Context: an optimization exercise on an open-source flow, tuned for small area, a short achievable clock period and few clock cycles per item. The choices shown serve that exercise and are no tape-out recipe. RTL that was checked went through simulation tests only; none was proved equivalent to the original.

== JK ==
==> flow/design.v <==
module ws_crc16_byte (
  input  wire [15:0] crc_in,
  input  wire [7:0]  data,
  output wire [15:0] crc_out
);
  wire [7:0]  x0 = crc_in[15:8] ^ data;
  wire [7:0]  x  = x0 ^ {4'd0, x0[7:4]};
  assign crc_out = {crc_in[7:0], 8'd0} ^ {x[3:0], 12'd0} ^ {3'd0, x, 5'd0} ^ {8'd0, x};
endmodule
module ws_framer (
  input  wire        clk,
  input  wire        rst,
  input  wire        in_valid,
  input  wire [7:0]  in_data,
  output wire        in_ready,
  input  wire        ev_take,
  output reg         ev_valid,
  output reg         ev_crc_err,
  output reg  [1:0]  ev_tag,
  output reg  [7:0]  ev_command,
  output reg  [7:0]  ev_status,
  output reg  [7:0]  ev_length,
  output reg  [63:0] ev_raw,
  output reg  [15:0] ev_stored,
  output reg  [15:0] ev_computed,
  output wire        load1,        
  output wire        load2         
);
  reg  [5:0] pos;
  reg        rdy;                  
  assign in_ready = rdy;
  wire acc    = in_valid && rdy;
  wire is_aa  = (in_data == 8'hAA);
  wire is_tag = (in_data == 8'h01) || (in_data == 8'h02) || (in_data == 8'h03);
  reg  [5:0] pos_n;
  always @* begin
    pos_n = pos;
    if (acc)
      case (pos)
        6'd0: pos_n = is_aa ? 6'd1 : 6'd0;
        6'd1: pos_n = is_tag ? 6'd2 : is_aa ? 6'd1 : 6'd0;
        6'd2: pos_n = (in_data == 8'h55) ? 6'd3 : is_aa ? 6'd1 : 6'd0;
        6'd3: pos_n = (in_data == 8'hC3) ? 6'd4 : is_aa ? 6'd1 : 6'd0;
        default: pos_n = pos + 6'd1;    
      endcase
  end
  wire evv_n = (ev_valid && !ev_take) || (acc && pos == 6'd63);
  always @(posedge clk) begin
    if (rst) begin
      pos      <= 6'd0;
      rdy      <= 1'b1;
      ev_valid <= 1'b0;
    end else begin
      pos      <= pos_n;
      rdy      <= !evv_n || (acc ? (pos == 6'd63 || (pos == 6'd0 && !is_aa))
                                 : (pos == 6'd0));
      ev_valid <= evv_n;
    end
  end
  wire   ld    = (ev_tag == 2'd1) ? (pos == 6'd15) : (pos == 6'd11);
  assign load1 = ld;
  assign load2 = ld && (ev_tag != 2'd2);
  wire [15:0] crc_next;
  ws_crc16_byte u_crc (.crc_in(ev_computed), .data(in_data), .crc_out(crc_next));
  always @(posedge clk) begin
    if (acc) begin
      if (pos == 6'd1) ev_tag <= in_data[1:0] - 2'd1;
      if (pos == 6'd3) ev_computed <= 16'hFFFF;
      if (pos >= 6'd4 && pos <= 6'd61)
        ev_computed <= crc_next;
      if (pos == 6'd4)  ev_command    <= in_data;
      if (pos == 6'd5)  ev_status     <= in_data;
      if (pos == 6'd6)  ev_length     <= in_data;
      if (pos == 6'd7)  ev_raw[7:0]   <= in_data;
      if (pos == 6'd8)  ev_raw[15:8]  <= in_data;
      if (pos == 6'd9)  ev_raw[23:16] <= in_data;
      if (pos == 6'd10) ev_raw[31:24] <= in_data;
      if (pos == 6'd11) ev_raw[39:32] <= in_data;
      if (pos == 6'd12) ev_raw[47:40] <= in_data;
      if (pos == 6'd13) ev_raw[55:48] <= in_data;
      if (pos == 6'd14) ev_raw[63:56] <= in_data;
      if (pos == 6'd62) ev_stored[15:8] <= in_data;
      if (pos == 6'd63) begin
        ev_stored[7:0] <= in_data;
        ev_crc_err     <= (ev_computed != {ev_stored[15:8], in_data});
      end
    end
  end
endmodule
module ws_div_f64 #(
  parameter RW = 7                  
) (
  input  wire         clk,
  input  wire         rst,
  input  wire         start,        
  input  wire         sel25,        
  input  wire         sel125,       
  input  wire         sgn,
  input  wire [23:0]  lv,
  input  wire [10:0]  ex0,
  input  wire         post,         
  input  wire         post_first,   
  input  wire         t_hi,         
  input  wire         t_lo,
  output reg          pre,          
  output reg          sign,
  output reg  [10:0]  expo,
  output reg  [51:0]  frac
);
  reg          odd;                 
  reg          bh, bl;              
  reg  [RW-1:0] rem;
  wire d25  = sel25;
  wire d125 = (RW == 7) && sel125;
  wire [7:0] x1a = {3'd0, rem[4:0], bh};
  wire       g1a = (x1a >= 8'd25);
  wire [7:0] y1a = g1a ? x1a - 8'd25 : x1a;
  wire [7:0] x2a = {2'd0, y1a[4:0], bl};
  wire       g2a = (x2a >= 8'd25);
  wire [7:0] y2a = g2a ? x2a - 8'd25 : x2a;
  wire [7:0] x1b = {rem, bh};
  wire       g1b = (x1b >= 8'd125);
  wire [7:0] y1b = g1b ? x1b - 8'd125 : x1b;
  wire [7:0] x2b = {y1b[RW-1:0], bl};
  wire       g2b = (x2b >= 8'd125);
  wire [7:0] y2b = g2b ? x2b - 8'd125 : x2b;
  wire          q_hi = d25 ? g1a : d125 ? g1b : bh;
  wire          q_lo = d25 ? g2a : d125 ? g2b : bl;
  wire [RW-1:0] r1   = d125 ? y1b[RW-1:0] : d25 ? y1a[RW-1:0] : {RW{1'b0}};
  wire [RW-1:0] r2   = d125 ? y2b[RW-1:0] : d25 ? y2a[RW-1:0] : {RW{1'b0}};
  wire odd_n = pre ? q_hi : odd;
  wire lvz   = (lv == 24'd0);
  always @(posedge clk) begin
    if (rst)
      pre <= 1'b0;
    else if (start)
      pre <= !lvz;
    else if (pre && (q_hi || q_lo))
      pre <= 1'b0;
  end
  always @(posedge clk) begin
    if (start) begin
      sign <= sgn;
      frac <= {lv, 28'd0};
      rem  <= {RW{1'b0}};
      odd  <= 1'b0;
      bh   <= lv[23];
      bl   <= lv[22];
      expo <= lvz ? 11'h7FF : ex0;
    end else if (pre || post) begin
      frac <= {frac[49:0], post & q_hi, post & q_lo};
      rem  <= (pre && q_hi) ? r1 : r2;
      odd  <= odd_n;
      bh   <= (odd_n ? frac[50] : frac[49]) | t_hi;
      bl   <= (odd_n ? frac[49] : frac[48]) | t_lo;
      if (pre)
        expo <= expo - 11'd2;
      if (post_first)
        expo <= expo + (odd ? 11'd2 : 11'd1);
    end
  end
endmodule
module ws_f32_to_f64 #(
  parameter TRACTION = 1            
) (
  input  wire [1:0]  mode,
  input  wire [15:0] n,             
  input  wire [15:0] w,             
  input  wire [31:0] f,             
  output wire [23:0] lv,            
  output wire [10:0] ex0            
);
  wire [7:0] e    = f[30:23];
  wire       e_z  = (e == 8'd0);
  wire       e_ff = (e == 8'hFF);
  wire [15:0] low_set;
  assign low_set[0] = 1'b0;
  genvar i;
  generate
    for (i = 1; i < 16; i = i + 1) begin : g_abs
      assign low_set[i] = low_set[i-1] | n[i-1];
    end
  endgenerate
  wire [15:0] mag = n ^ ({16{n[15]}} & low_set);
  wire hr = mode[0];
  wire tr = (TRACTION != 0) && mode[1] && !mode[0];
  wire nm = !hr && !tr;
  assign lv = ({24{hr}} & {!e_z, f[22:0]})
            | ({24{tr}} & {w, 8'd0})
            | ({24{nm}} & {mag, 8'd0});
  wire [10:0] ex_hr = e_ff ? 11'h7FF : e_z ? 11'd897 :
                      {e[7], {3{!e[7]}}, e[6:0]};
  assign ex0 = hr ? ex_hr : tr ? 11'd1035 : 11'd1036;
endmodule
module ws_decoder (
  input  wire [1:0]  tag,
  input  wire [63:0] raw,
  output wire        sign1,
  output wire        sign2
);
  assign sign1 = (tag == 2'd0) ? raw[15] : (tag == 2'd1) ? raw[31] : 1'b0;
  assign sign2 = (tag == 2'd0) ? raw[31] : raw[63];
endmodule
module ws_frame_rx (
  input  wire        clk,
  input  wire        rst,
  input  wire        in_valid,
  input  wire [7:0]  in_data,
  output wire        in_ready,
  output wire        ev_valid,
  input  wire        ev_ready,
  output wire        ev_crc_err,
  output wire [1:0]  ev_tag,
  output wire [7:0]  ev_command,
  output wire [7:0]  ev_status,
  output wire [7:0]  ev_length,
  output wire [63:0] ev_raw,
  output wire [63:0] ev_value1,
  output wire [63:0] ev_value2,
  output wire [15:0] ev_stored,
  output wire [15:0] ev_computed
);
  wire load1, load2;
  wire pre1, pre2;
  reg        busy, post;
  reg  [4:0] cnt;
  wire [4:0] cnt_n  = cnt + 5'd1;
  wire       d25    = (ev_tag == 2'd0);
  wire       d125   = (ev_tag == 2'd2);
  wire       t_hi   = post && ((d25 && cnt_n == 5'd24) ||
                               (d125 && (cnt_n == 5'd23 || cnt_n == 5'd24 || cnt_n == 5'd25)));
  wire       t_lo   = post && ((d25 && cnt_n == 5'd24) ||
                               (d125 && (cnt_n == 5'd23 || cnt_n == 5'd24)));
  always @(posedge clk) begin
    if (rst) begin
      busy <= 1'b0;
      post <= 1'b0;
    end else if (load1 || load2) begin
      busy <= 1'b1;
      post <= 1'b0;
    end else if (busy && !post && !pre1 && !pre2) begin
      post <= 1'b1;
    end else if (post && cnt == 5'd25) begin
      busy <= 1'b0;
      post <= 1'b0;
    end
  end
  always @(posedge clk)
    cnt <= post ? cnt_n : 5'd0;
  ws_framer u_framer (
    .clk(clk), .rst(rst),
    .in_valid(in_valid), .in_data(in_data), .in_ready(in_ready),
    .ev_take(ev_valid && ev_ready), .ev_valid(ev_valid),
    .ev_crc_err(ev_crc_err), .ev_tag(ev_tag), .ev_command(ev_command),
    .ev_status(ev_status), .ev_length(ev_length), .ev_raw(ev_raw),
    .ev_stored(ev_stored), .ev_computed(ev_computed),
    .load1(load1), .load2(load2)
  );
  wire [23:0] lv1;
  wire [10:0] ex1;
  ws_f32_to_f64 #(.TRACTION(1)) u_op1 (
    .mode(ev_tag), .n(ev_raw[15:0]), .w(ev_raw[31:16]), .f(ev_raw[31:0]),
    .lv(lv1), .ex0(ex1)
  );
  ws_div_f64 #(.RW(7)) u_eng1 (
    .clk(clk), .rst(rst), .start(load1),
    .sel25(ev_tag == 2'd0), .sel125(ev_tag == 2'd2), .sgn(sgn1),
    .lv(lv1), .ex0(ex1),
    .post(post), .post_first(post && cnt == 5'd0), .t_hi(t_hi), .t_lo(t_lo),
    .pre(pre1), .sign(ev_value1[63]), .expo(ev_value1[62:52]), .frac(ev_value1[51:0])
  );
  wire [23:0] lv2;
  wire [10:0] ex2;
  ws_f32_to_f64 #(.TRACTION(0)) u_op2 (
    .mode(ev_tag), .n(ev_raw[31:16]), .w(16'd0), .f(ev_raw[63:32]),
    .lv(lv2), .ex0(ex2)
  );
  ws_div_f64 #(.RW(5)) u_eng2 (
    .clk(clk), .rst(rst), .start(load2),
    .sel25(ev_tag == 2'd0), .sel125(1'b0), .sgn(sgn2),
    .lv(lv2), .ex0(ex2),
    .post(post), .post_first(post && cnt == 5'd0), .t_hi(t_hi), .t_lo(t_lo),
    .pre(pre2), .sign(ev_value2[63]), .expo(ev_value2[62:52]), .frac(ev_value2[51:0])
  );
  wire sgn1, sgn2;
  ws_decoder u_sign (
    .tag(ev_tag), .raw(ev_raw), .sign1(sgn1), .sign2(sgn2)
  );
endmodule
==> flow/config.mk <==
export PLATFORM = sky130hd
export DESIGN_NAME = ws_frame_rx
export DESIGN_NICKNAME = ws_frame_rx
export VERILOG_FILES = /design/flow/design.v
export SDC_FILE = /design/flow/constraint.sdc
export NUM_CORES = 4
export LEC_CHECK = 0
export ABC_AREA = 1
export CAP_MARGIN = 20
export CORE_MARGIN = 2
export CORE_UTILIZATION = 50
export CTS_BUF_LIST = sky130_fd_sc_hd__clkbuf_8
export CTS_CLUSTER_DIAMETER = 50
export CTS_CLUSTER_SIZE = 20
export PLACE_DENSITY = 0.6
export SETUP_SLACK_MARGIN = 5
export SLEW_MARGIN = 20
==> flow/constraint.sdc <==
create_clock -name core_clock -period 9.0 [get_ports {clk}]
set_input_delay 1.8000 -clock core_clock [delete_from_list [all_inputs] [get_ports {clk}]]
set_output_delay 1.8000 -clock core_clock [all_outputs]
set_load 0.01 [all_outputs]
standard.sh (not shown) runs the stock make flow with config.mk's settings and CLKGATE_MAP_FILE= SYNTH_SCRIPT=/design/flow/synth_recipe.tcl, a recipe that flattens the netlist after the stock synthesis.
==> flow/flow/run.sh <==
#!/bin/bash
# Own flow: the standard layout (standard.sh, unchanged synthesis) with
# a tighter setup target for repair_timing, the smallest buffer on the
# ports and clock tree synthesis without dummy loads. All tool output goes
# to logs in this folder (standard_own.log, and ORFS's logs under orfs/).
set -euo pipefail
MARGIN=${MARGIN:-5.8}
CTS="-sink_clustering_enable -repair_clock_nets -buf_list sky130_fd_sc_hd__clkbuf_8 -sink_clustering_size 20 -sink_clustering_max_diameter 50 -dont_use_dummy_load"
sed -e "s/SETUP_SLACK_MARGIN=[0-9.]*/SETUP_SLACK_MARGIN=$MARGIN/" \
    -e "s|\"\${@:-finish}\"|BUFFER_PORTS_ARGS='-buffer_cell sky130_fd_sc_hd__buf_1' CTS_ARGS='$CTS' \"\${@:-finish}\"|" \
    standard.sh > standard_own.sh
bash standard_own.sh > standard_own.log 2>&1
Testbench counts of JK, summed over its fixed seeds: cycles 24,942, bytes 24,934.
Input changes introduced in MS (baseline for comparison: JK):
--- a/flow/design.v
+++ b/flow/design.v
@@ -53,6 +53,5 @@
     end else begin
       pos      <= pos_n;
-      rdy      <= !evv_n || (acc ? (pos == 6'd63 || (pos == 6'd0 && !is_aa))
-                                 : (pos == 6'd0));
+      rdy      <= !evv_n || (pos_n == 6'd0);
       ev_valid <= evv_n;
     end
## What came out
The flow did not stop early for MS: all stages ran, and the layout cleared the timing, design-rule and antenna checks. MS ended with less initial cell density of the core than JK. Going from JK to MS, wire length of the first global-routing pass lower; setup slack on the worst flop-to-flop path now smaller; complex-gate fraction of the synthesized area went up 1.3 points. When MS is set beside JK, its net count of the finished layout turns out to be 17 smaller. On MS: non-clock buffer count is 8 lower than what JK gave.
For MS, only the layout was checked, not whether the RTL still works.

* * *

## job 101
// ws_frame_rx: RTL as listed in full above, without the edits since
==> flow/config.mk <==
export PLATFORM = sky130hd
export DESIGN_NAME = ws_frame_rx
export DESIGN_NICKNAME = ws_frame_rx
export VERILOG_FILES = /design/flow/design.v
export SDC_FILE = /design/flow/constraint.sdc
export NUM_CORES = 4
export LEC_CHECK = 0
export ABC_AREA = 1
export CAP_MARGIN = 20
export CORE_MARGIN = 2
export CORE_UTILIZATION = 50
export CTS_BUF_LIST = sky130_fd_sc_hd__clkbuf_8
export CTS_CLUSTER_DIAMETER = 50
export CTS_CLUSTER_SIZE = 20
export PLACE_DENSITY = 0.6
export SETUP_SLACK_MARGIN = 5
export SLEW_MARGIN = 20
==> flow/constraint.sdc <==
create_clock -name core_clock -period 9.0 [get_ports {clk}]
set_input_delay 1.8000 -clock core_clock [delete_from_list [all_inputs] [get_ports {clk}]]
set_output_delay 1.8000 -clock core_clock [all_outputs]
set_load 0.01 [all_outputs]
==> flow/flow/run.sh <==
#!/bin/bash
# Own flow: the standard layout (standard.sh, unchanged synthesis) with
# a tighter setup target for repair_timing, the smallest buffer on the
# ports and clock tree synthesis without dummy loads. All tool output goes
# to logs in this folder (standard_own.log, and ORFS's logs under orfs/).
set -euo pipefail
MARGIN=${MARGIN:-5.9}
CTS="-sink_clustering_enable -repair_clock_nets -buf_list sky130_fd_sc_hd__clkbuf_8 -sink_clustering_size 30 -sink_clustering_max_diameter 40 -dont_use_dummy_load"
sed -e "s/SETUP_SLACK_MARGIN=[0-9.]*/SETUP_SLACK_MARGIN=$MARGIN/" \
    -e "s|\"\${@:-finish}\"|BUFFER_PORTS_ARGS='-buffer_cell sky130_fd_sc_hd__buf_1' CTS_ARGS='$CTS' \"\${@:-finish}\"|" \
    standard.sh > standard_own.sh
bash standard_own.sh > standard_own.log 2>&1
Testbench counts of job 101, summed over its fixed seeds: cycles 24,942, bytes 24,934.
Input changes introduced in job 102 (baseline for comparison: job 101):
diff --git a/flow/design.v b/flow/design.v
--- a/flow/design.v
+++ b/flow/design.v
@@ -66,26 +66,26 @@
     if (acc) begin
       if (pos == 6'd1) ev_tag <= in_data[1:0] - 2'd1;
       if (pos == 6'd3) ev_computed <= 16'hFFFF;
       if (pos >= 6'd4 && pos <= 6'd61)
         ev_computed <= crc_next;
-      if (pos == 6'd4)  ev_command    <= in_data;
-      if (pos == 6'd5)  ev_status     <= in_data;
-      if (pos == 6'd6)  ev_length     <= in_data;
-      if (pos == 6'd7)  ev_raw[7:0]   <= in_data;
-      if (pos == 6'd8)  ev_raw[15:8]  <= in_data;
-      if (pos == 6'd9)  ev_raw[23:16] <= in_data;
-      if (pos == 6'd10) ev_raw[31:24] <= in_data;
-      if (pos == 6'd11) ev_raw[39:32] <= in_data;
-      if (pos == 6'd12) ev_raw[47:40] <= in_data;
-      if (pos == 6'd13) ev_raw[55:48] <= in_data;
-      if (pos == 6'd14) ev_raw[63:56] <= in_data;
-      if (pos == 6'd62) ev_stored[15:8] <= in_data;
-      if (pos == 6'd63) begin
-        ev_stored[7:0] <= in_data;
-        ev_crc_err     <= (ev_computed != {ev_stored[15:8], in_data});
-      end
+    end
+    if (pos == 6'd4)  ev_command    <= in_data;
+    if (pos == 6'd5)  ev_status     <= in_data;
+    if (pos == 6'd6)  ev_length     <= in_data;
+    if (pos == 6'd7)  ev_raw[7:0]   <= in_data;
+    if (pos == 6'd8)  ev_raw[15:8]  <= in_data;
+    if (pos == 6'd9)  ev_raw[23:16] <= in_data;
+    if (pos == 6'd10) ev_raw[31:24] <= in_data;
+    if (pos == 6'd11) ev_raw[39:32] <= in_data;
+    if (pos == 6'd12) ev_raw[47:40] <= in_data;
+    if (pos == 6'd13) ev_raw[55:48] <= in_data;
+    if (pos == 6'd14) ev_raw[63:56] <= in_data;
+    if (pos == 6'd62) ev_stored[15:8] <= in_data;
+    if (pos == 6'd63) begin
+      ev_stored[7:0] <= in_data;
+      ev_crc_err     <= (ev_computed != {ev_stored[15:8], in_data});
     end
   end
 endmodule
 module ws_div_f64 #(
   parameter RW = 7                  
==> summary.txt <==
- On share of synthesized area spent on multiplexers, job 102 tracks job 101 almost exactly.
- Job 102 vs job 101: xor/xnor cell area share of the yosys netlist down
- Summary — register-to-register slack, job 102 relative to job 101: higher, by 0.02 ns.
- Any difference in synthesized instance count between job 102 and job 101 is small enough to ignore.
- Sort job 101 and job 102 by average cell area after synthesis desc -> top: job 101
Testbench counts of job 102, summed over its fixed seeds: cycles 24,942, bytes 24,934.

==> re-timing with driven ports <==
No port has a modelled driver above. Below, the same layouts with a new extraction and two added sets of constraints.
Step 1 assumes that a clkbuf_16 drives the clock port and a buf_2 every other input.
Step 2 adds t to the input delays and takes it off the output delays; t is the mean of the earliest and latest rising clock arrival at the registers after step 1. Input paths then give back, and output paths get back, about the clock's delay inside the block.
Slacks: ideal / step 1 / step 2; pairs: ideal / step 1.
| run | shift t [ns] | slack for setup (ns) | worst setup path after step 2 | worst slew at a driven data input, ns |
|---|---|---|---|---|
| JK | 0.637 | 5.832 / 5.783 / 5.369 | input to register | 0.03 |
| MS | 0.562 | 5.834 / 5.786 / 5.348 | input to register | 0.03 |
| job 101 | 0.578 | 5.915 / 5.870 / 5.435 | input to register | 0.04 |
| job 102 | 0.581 | 5.927 / 5.880 / 5.563 | input to register | 0.04 |
After both steps every run listed still meets setup and hold. For MS, which loses most, drivers alone change the setup slack by -0.048 ns; drivers and shift together by -0.486 ns.
